Source: an optimization exercise on an open RTL-to-GDS flow (aim: small area, a short achievable clock period and few clock cycles per item). Production flows keep margins and buffers that such runs may drop. In this exercise RTL edits were held to simulation tests only and were not proved equivalent to the original.

==> wip/garnet: inputs <==
Design bc5_block_decoder, start of the top module:
module bc5_block_decoder (
    input  wire         clk,
    input  wire         rst,
    input  wire         in_valid,
    output wire         in_ready,
    input  wire [63:0]  in_red,
    input  wire [63:0]  in_green,
    input  wire         in_normal,
    output wire         out_valid,
    input  wire         out_ready,
    output wire [383:0] out_rgb
);
    function [24:0] rne24;
        input [23:0] m;
        input        g;
        input        st;
        begin
            rne24 = {1'b0, m} + {24'd0, g & (st | m[0])};
        end
    endfunction
    function [30:0] f_prod;
        input [7:0] a;
        input [2:0] w;
        reg [2:0]  p;
        reg [7:0]  ar;
        reg [24:0] m0;
        reg [26:0] pp;
        reg [23:0] mt;
        reg        g, st;
        reg [5:0]  e;
        reg [24:0] r;
        integer k;
        begin
            p = 3'd0;
            for (k = 0; k < 8; k = k + 1)
                if (a[k]) p = k[2:0];
            ar = (a << (3'd7 - p)) | (a >> (p + 3'd1));
            m0 = {1'b0, ar, ar, ar} + 25'd1;
            pp = (w[0] ? {2'b00, m0} : 27'd0) + (w[1] ? {1'b0, m0, 1'b0} : 27'd0)
               + (w[2] ? {m0, 2'b00} : 27'd0);
            if (pp[26]) begin
                mt = pp[26:3]; g = pp[2]; st = |pp[1:0]; e = {3'd0, p} + 6'd27;
            end else if (pp[25]) begin
                mt = pp[25:2]; g = pp[1]; st = pp[0];    e = {3'd0, p} + 6'd26;
            end else if (pp[24]) begin
                mt = pp[24:1]; g = pp[0]; st = 1'b0;     e = {3'd0, p} + 6'd25;
            end else begin
                mt = pp[23:0]; g = 1'b0;  st = 1'b0;     e = {3'd0, p} + 6'd24;
            end
            r = rne24(mt, g, st);
            if (r[24]) begin
                mt = 24'h800000; e = e + 6'd1;
            end else begin
                mt = r[23:0];
            end
            f_prod = {(a != 8'd0) && (w != 3'd0), e, mt};
        end
    endfunction
    function [30:0] f_sum;
        input [30:0] x;
        input [30:0] y;
        reg [30:0] bg, sm;
        reg [5:0]  d;
  ...
==> flow/config.mk <==
export PLATFORM = sky130hd
export DESIGN_NAME = bc5_block_decoder
export DESIGN_NICKNAME = bc5_block_decoder
export VERILOG_FILES = /design/flow/design.v
export SDC_FILE = /design/flow/constraint.sdc
export NUM_CORES = 4
export LEC_CHECK = 0
export ABC_AREA = 1
export CAP_MARGIN = 20
export CORE_MARGIN = 2
export CORE_UTILIZATION = 60
export SLEW_MARGIN = 20
==> flow/constraint.sdc <==
create_clock -name core_clock -period 16.0 [get_ports {clk}]
set_input_delay 3.2000 -clock core_clock [delete_from_list [all_inputs] [get_ports {clk}]]
set_output_delay 3.2000 -clock core_clock [all_outputs]
set_load 0.01 [all_outputs]
run.sh (not shown) runs the stock make flow with config.mk's settings and CLKGATE_MAP_FILE= SYNTH_SCRIPT=/design/flow/synth_recipe.tcl, a recipe that flattens the netlist after the stock synthesis.
==> inputs of wip/lagoon, as changes to wip/garnet <==
--- a/flow/config.mk
+++ b/flow/config.mk
@@ -8,5 +8,5 @@
 export ABC_AREA = 1
 export CAP_MARGIN = 20
 export CORE_MARGIN = 2
-export CORE_UTILIZATION = 60
+export CORE_UTILIZATION = 40
 export SLEW_MARGIN = 20
==> run notes <==
Final area: wip/garnet is lower than wip/lagoon (about 1.6%). Sequential cell count is the same in wip/garnet and wip/lagoon. Between wip/garnet and wip/lagoon, the lower die area is in wip/garnet (gap 33%, measured against wip/lagoon). Between wip/garnet and wip/lagoon, the lower clock-buffer cell count is in wip/garnet (gap 25). Of wip/garnet and wip/lagoon, wip/garnet has the higher sequential share of layout area (gap 0.45 points). Between wip/garnet and wip/lagoon, the lower global-route usage is in wip/lagoon (gap 9.3 points). Maximum frequency: wip/garnet is lower than wip/lagoon (about 0.8%). In wip/garnet the first-iteration DRC count is higher than in wip/lagoon, by about 25%.
Testbench counts of wip/garnet, summed over its fixed seeds: cycles 7,816, items 480.
Testbench counts of wip/lagoon, summed over its fixed seeds: cycles 7,816, items 480.

========
==> inputs of ember <==
bc5_block_decoder, a different RTL version from the one above (not shown whole).
Design bc5_block_decoder, start of the top module:
module bc5_block_decoder (
    input  wire         clk,
    input  wire         rst,
    input  wire         in_valid,
    output wire         in_ready,
    input  wire [63:0]  in_red,
    input  wire [63:0]  in_green,
    input  wire         in_normal,
    output wire         out_valid,
    input  wire         out_ready,
    output wire [383:0] out_rgb
);
    function [24:0] rne24;
        input [23:0] m;
        input        g;
        input        st;
        begin
            rne24 = {1'b0, m} + {24'd0, g & (st | m[0])};
        end
    endfunction
    function [30:0] f_prod;
        input [7:0] a;
        input [2:0] w;
        reg [2:0]  p;
        reg [7:0]  ar;
        reg [24:0] m0;
        reg [26:0] pp;
        reg [23:0] mt;
        reg        g, st;
        reg [5:0]  e;
        reg [24:0] r;
        integer k;
        begin
            p = 3'd0;
            for (k = 0; k < 8; k = k + 1)
                if (a[k]) p = k[2:0];
            ar = (a << (3'd7 - p)) | (a >> (p + 3'd1));
            m0 = {1'b0, ar, ar, ar} + 25'd1;
            pp = (w[0] ? {2'b00, m0} : 27'd0) + (w[1] ? {1'b0, m0, 1'b0} : 27'd0)
               + (w[2] ? {m0, 2'b00} : 27'd0);
            if (pp[26]) begin
                mt = pp[26:3]; g = pp[2]; st = |pp[1:0]; e = {3'd0, p} + 6'd27;
            end else if (pp[25]) begin
                mt = pp[25:2]; g = pp[1]; st = pp[0];    e = {3'd0, p} + 6'd26;
            end else if (pp[24]) begin
                mt = pp[24:1]; g = pp[0]; st = 1'b0;     e = {3'd0, p} + 6'd25;
            end else begin
                mt = pp[23:0]; g = 1'b0;  st = 1'b0;     e = {3'd0, p} + 6'd24;
            end
            r = rne24(mt, g, st);
            if (r[24]) begin
                mt = 24'h800000; e = e + 6'd1;
            end else begin
                mt = r[23:0];
            end
            f_prod = {(a != 8'd0) && (w != 3'd0), e, mt};
        end
    endfunction
    function [30:0] f_sum;
        input [30:0] x;
        input [30:0] y;
        reg [30:0] bg, sm;
        reg [5:0]  d;
        reg [36:0] sh;
        reg [27:0] s;
  ...
clock: 16.0 ns
lec_check: 0
abc_area: 1
cap_margin: 20
core_margin: 2
core_utilization: 40
slew_margin: 20
==> amber (differences from ember) <==
--- a/flow/config.mk
+++ b/flow/config.mk
@@ -8,5 +8,5 @@
 export ABC_AREA = 1
-export CAP_MARGIN = 20
+export CAP_MARGIN = 60
 export CORE_MARGIN = 2
 export CORE_UTILIZATION = 40
-export SLEW_MARGIN = 20
+export SLEW_MARGIN = 85
==> nickel (differences from ember) <==
--- a/flow/config.mk
+++ b/flow/config.mk
@@ -8,5 +8,5 @@
 export ABC_AREA = 1
-export CAP_MARGIN = 20
+export CAP_MARGIN = 40
 export CORE_MARGIN = 2
 export CORE_UTILIZATION = 40
-export SLEW_MARGIN = 20
+export SLEW_MARGIN = 60
==> summary of the runs <==
- nickel passed the timing, DRC and antenna checks. amber passed the timing, DRC and antenna checks. ember went through all stages and came out clean.
- Between amber and nickel, the lower worst setup slack is in amber (gap 2.2 ns).
- The lowest global-route usage belongs to ember, the highest to amber.
- In die area, amber and nickel do not differ.
- Sequential share of layout area, highest first: ember, nickel, amber.
- Clock skew, highest first: nickel, ember, amber.
- The highest via count belongs to amber, the lowest to ember.
- In wire length, ember and nickel hardly differ.
- Design area: ember is lower than amber (about 16%).
- The highest first-iteration DRC count belongs to nickel, the lowest to amber.
- Worst hold slack: ember < amber < nickel.
- In synthesized cell count, amber and nickel do not differ.
Testbench counts of ember, summed over its fixed seeds: cycles 7,848, items 480.
Testbench counts of amber, summed over its fixed seeds: cycles 7,848, items 480.
Testbench counts of nickel, summed over its fixed seeds: cycles 7,848, items 480.

========
==> inputs of violet <==
bc5_block_decoder, a different RTL version from the one above (not shown whole).
export LEC_CHECK = 0
export CAP_MARGIN = 20
export CORE_MARGIN = 2
export CORE_UTILIZATION = 40
export SLEW_MARGIN = 20
create_clock -name core_clock -period 16.0 [get_ports {clk}]
==> inputs of delta, as changes to violet <==
--- a/flow/config.mk
+++ b/flow/config.mk
@@ -7,2 +7,3 @@
 export LEC_CHECK = 0
+export ABC_AREA = 1
 export CAP_MARGIN = 20
==> qor summary <==
metric                                                                          violet                     delta
Area share of the leading cell type in the synthesized netlist                  14.96%                    15.00%
Layout overhead on the synthesized area                                         12.29%                    11.10%
Req. time, crit path                                                          16870 ps                  16760 ps
Combined area of the multi-input logic cells                               0.1015 mm^2              0.09322 mm^2
Reg-to-reg slack, setup                                                         710 ps                   1280 ps
Area inside the core boundary                                              0.3551 mm^2               0.3530 mm^2
TAP cells                                                                         4751                      4730
Most frequently used cell type in the post-synthesis netlist    sky130_fd_sc_hd__inv_1  sky130_fd_sc_hd__nand2_1
Wl on met1                                                                   183200 um                 182600 um
Register fraction of the total cell area                                        20.60%                    20.88%
Number of core rows                                                                219                       218
Portion of netlist area occupied by mux cells                                   9.952%                   0.9534%
Run status                                            no timing/DRC/antenna violations  no timing/DRC/antenna violations
Count of buffer and inverter cells on the critical path                              7                        19
Capture point of the critical path                                          s5_c_r[28]                 s5_c_r[9]
Testbench counts of violet, summed over its fixed seeds: cycles 7,784, items 480.
Testbench counts of delta, summed over its fixed seeds: cycles 7,784, items 480.

========
==> trial 98: inputs <==
bc5_block_decoder, a different RTL version from the one above (not shown whole).
clock: 16.0 ns
lec_check: 0
abc_area: 1
cap_margin: 20
core_margin: 2
core_utilization: 40
slew_margin: 60
==> trial 97 (differences from trial 98) <==
--- a/flow/design.v
+++ b/flow/design.v
@@ -1574,21 +1574,62 @@
                 end
             end
             f_isq2 = {r, rm[9:0]};
         end
     endfunction
-    localparam NST = 22;             
+    function [17:0] f_isq1;
+        input [17:0] st;
+        input [1:0]  xb;
+        reg [7:0]  r;
+        reg [17:0] rm, tr;
+        begin
+            r  = st[17:10];
+            rm = {6'd0, st[9:0], xb};
+            tr = {8'd0, r, 2'b01};
+            if (rm >= tr) begin
+                rm = rm - tr;
+                r  = {r[6:0], 1'b1};
+            end else begin
+                r  = {r[6:0], 1'b0};
+            end
+            f_isq1 = {r, rm[9:0]};
+        end
+    endfunction
+    function [7:0] f_isqL;
+        input [21:0] v;
+        input [17:0] h;
+        input [2:0]  dd;
+        reg [17:0] t;
+        reg [7:0]  r;
+        reg [9:0]  rm;
+        reg        near, cz;
+        begin
+            t  = f_isq1(h, v[1:0]);
+            r  = t[17:10];
+            rm = t[9:0];
+            case (dd)
+                3'd1: cz = v[17];
+                3'd2: cz = v[18];
+                3'd3: cz = v[19];
+                3'd4: cz = v[20];
+                default: cz = 1'b0;
+            endcase
+            near = (rm == {1'b0, r, 1'b0}) && !r[0] && cz;
+            f_isqL = v[21] ? 8'd127 + {1'b0, r[7:1]} + {7'd0, r[0] | near} : 8'd127;
+        end
+    endfunction
+    localparam NST = 23;             
     reg  [3:0]   fidx;               
     reg          fsrc;               
     reg  [1:0]   outst;              
     reg  [4:0]   cap;                
     reg  [63:0]  ir_red, ir_green;
     reg          ir_normal;
     reg  [NST-1:0] vld;
     reg  [383:0] out_sr;
     wire         ov      = cap[4];
-    wire         rdy     = !fsrc && (fidx == 4'd15) && !outst[1];
+    reg          rdy;                
     assign in_ready  = rdy;
     assign out_valid = ov;
     assign out_rgb   = out_sr;
     wire         acc     = in_valid && rdy;
     wire         take    = ov && out_ready;
@@ -1598,39 +1639,35 @@
     wire         feed    = fsrc || (in_valid && (fidx != 4'd15 || !outst[1]));
     wire [1:0]   outst_n = outst + {1'b0, acc} - {1'b0, take};
     wire [63:0]  src_r = fsrc ? ir_red   : in_red;
     wire [63:0]  src_g = fsrc ? ir_green : in_green;
     wire         src_n = fsrc ? ir_normal : in_normal;
+    wire [3:0]   fidx_n  = rst ? 4'd0 : flush ? 4'd0 : feed ? fidx + 4'd1 : fidx;
+    wire         fsrc_n  = rst ? 1'b0 : flush ? outst_n[1] : (feed && fidx == 4'd15) ? 1'b0 : fsrc;
+    wire [1:0]   outst_r = rst ? 2'd0 : outst_n;
     always @(posedge clk) begin
         if (acc) begin
             ir_red    <= in_red;
             ir_green  <= in_green;
             ir_normal <= in_normal;
         end
+        fidx  <= fidx_n;
+        fsrc  <= fsrc_n;
+        outst <= outst_r;
+        rdy   <= !fsrc_n && (fidx_n == 4'd15) && !outst_r[1];
         if (rst) begin
-            fidx  <= 4'd0;
-            fsrc  <= 1'b0;
-            outst <= 2'd0;
             cap   <= 5'd0;
             vld   <= {NST{1'b0}};
         end else begin
-            outst <= outst_n;
             if (take)
                 cap <= {4'd0, cap_in};
             else if (cap_in)
                 cap <= cap + 5'd1;
-            if (flush) begin
-                vld  <= {NST{1'b0}};
-                fidx <= 4'd0;
-                fsrc <= outst_n[1];
-            end else begin
+            if (flush)
+                vld <= {NST{1'b0}};
+            else
                 vld <= {vld[NST-2:0], feed};
-                if (feed) begin
-                    fidx <= fidx + 4'd1;
-                    if (fidx == 4'd15) fsrc <= 1'b0;
-                end
-            end
         end
         if (cap_in)
             out_sr <= {res, out_sr[383:24]};
     end
     reg [7:0] s0_ar, s0_br, s0_ag, s0_bg;
@@ -1911,14 +1948,28 @@
         s20_q_g <= s19_q_g;
         s20_b   <= s19_b;
         s20_h   <= f_isq2(s19_h, s19_b[7:4]);
         s20_nm  <= s19_nm;
     end
-    reg [23:0] s21_res;
+    reg [7:0]  s21_q_r, s21_q_g;
+    reg [21:0] s21_b;
+    reg [17:0] s21_h;
+    reg [2:0]  s21_dd;
+    reg        s21_nm;
+    wire [17:0] h21 = f_isq1(s20_h, s20_b[3:2]);
+    always @(posedge clk) begin
+        s21_q_r <= s20_q_r;
+        s21_q_g <= s20_q_g;
+        s21_b   <= s20_b;
+        s21_h   <= h21;
+        s21_dd  <= f_dtab(h21[16:10]);
+        s21_nm  <= s20_nm;
+    end
+    reg [23:0] s22_res;
     always @(posedge clk)
-        s21_res <= {s20_nm ? f_isqF(s20_b, s20_h) : 8'd0, s20_q_g, s20_q_r};
-    wire [23:0] res = s21_res;
+        s22_res <= {s21_nm ? f_isqL(s21_b, s21_h, s21_dd) : 8'd0, s21_q_g, s21_q_r};
+    wire [23:0] res = s22_res;
 endmodule
 module sq24_csa (
     input  wire [23:0] x,
     output wire [47:0] s,
     output wire [47:0] c
- CAP_MARGIN: 20 -> 40
- PLACE_DENSITY: unset -> 0.85
==> run notes <==
metric	trial 97	trial 98
Clock network area share	5.42%	5.95%
Min Hold Slack	0.262 ns	0.302 ns
Worst Tran Pin Value	0.612 ns	0.620 ns
Outcome	complete, no violations	complete, no violations
Simple-gate area share of the yosys netlist	20.4%	20.5%
Area share of the largest cell type after synthesis	26.7%	26.4%
Vias in the first global route	113000	108000
Total half-perimeter wirelength after legalization and detailed placement	278 mm	277 mm
Skew final	0.0982 ns	0.0474 ns
Sequential share of cell area	33.4%	33.0%
Non-clock buffer total of the final layout	653	652
Setup crit end	out_sr[286]	in_ready
GR Util met1	23.4%	26.0%
Routed wl met3	23.4 mm	18.2 mm
Worst path max stage delay	0.49 ns	0.68 ns
Testbench counts of trial 98, summed over its fixed seeds: cycles 7,864, items 480.
Testbench counts of trial 97, summed over its fixed seeds: cycles 7,872, items 480.

-- port drivers added, routing unchanged --
The results above use ideal ports. As a check the final layouts listed here were re-extracted and re-timed, cells and wires unchanged.
Step 1 (the two cells are an assumption about what drives the block):
set clk [get_ports {clk}]
set_driving_cell -lib_cell sky130_fd_sc_hd__clkbuf_16 $clk
set_driving_cell -lib_cell sky130_fd_sc_hd__buf_2 [delete_from_list [all_inputs] $clk]
Step 2 times the ports against the registers' clock, not the clock port: input delays grow and output delays shrink by t, the midpoint of the rising clock arrivals with the driver on.
Three values: ideal, step 1, step 2; two values: the first two.
run | t, ns | slack for setup (ns) | worst setup path at the end | worst register clock-pin slew, ns | cell pins on the clock port's net
wip/garnet | 0.941 | 7.408 / 7.408 / 7.408 | register to register | 0.08 / 0.08 | 1
wip/lagoon | 0.957 | 7.477 / 7.477 / 7.477 | register to register | 0.07 / 0.07 | 1
ember | 1.002 | 8.516 / 8.516 / 8.482 | input to register | 0.07 / 0.07 | 1
amber | 1.002 | 7.273 / 7.273 / 7.273 | register to register | 0.07 / 0.07 | 1
nickel | 1.002 | 9.498 / 9.498 / 9.435 | input to register | 0.07 / 0.07 | 1
violet | 0.968 | 0.709 / 0.709 / 0.709 | register to register | 0.07 / 0.07 | 1
delta | 0.944 | 1.277 / 1.277 / 1.277 | register to register | 0.07 / 0.07 | 1
trial 98 | 0.982 | 9.559 / 9.452 / 9.912 | input to register | 0.07 / 0.07 | 1
trial 97 | 1.002 | 9.589 / 9.668 / 8.667 | input to register | 0.07 / 0.07 | 1
After both steps setup and hold are still met in every run listed. The setup slack of trial 97, which loses most, moves by +0.079 ns with the drivers and by -0.922 ns with both steps.
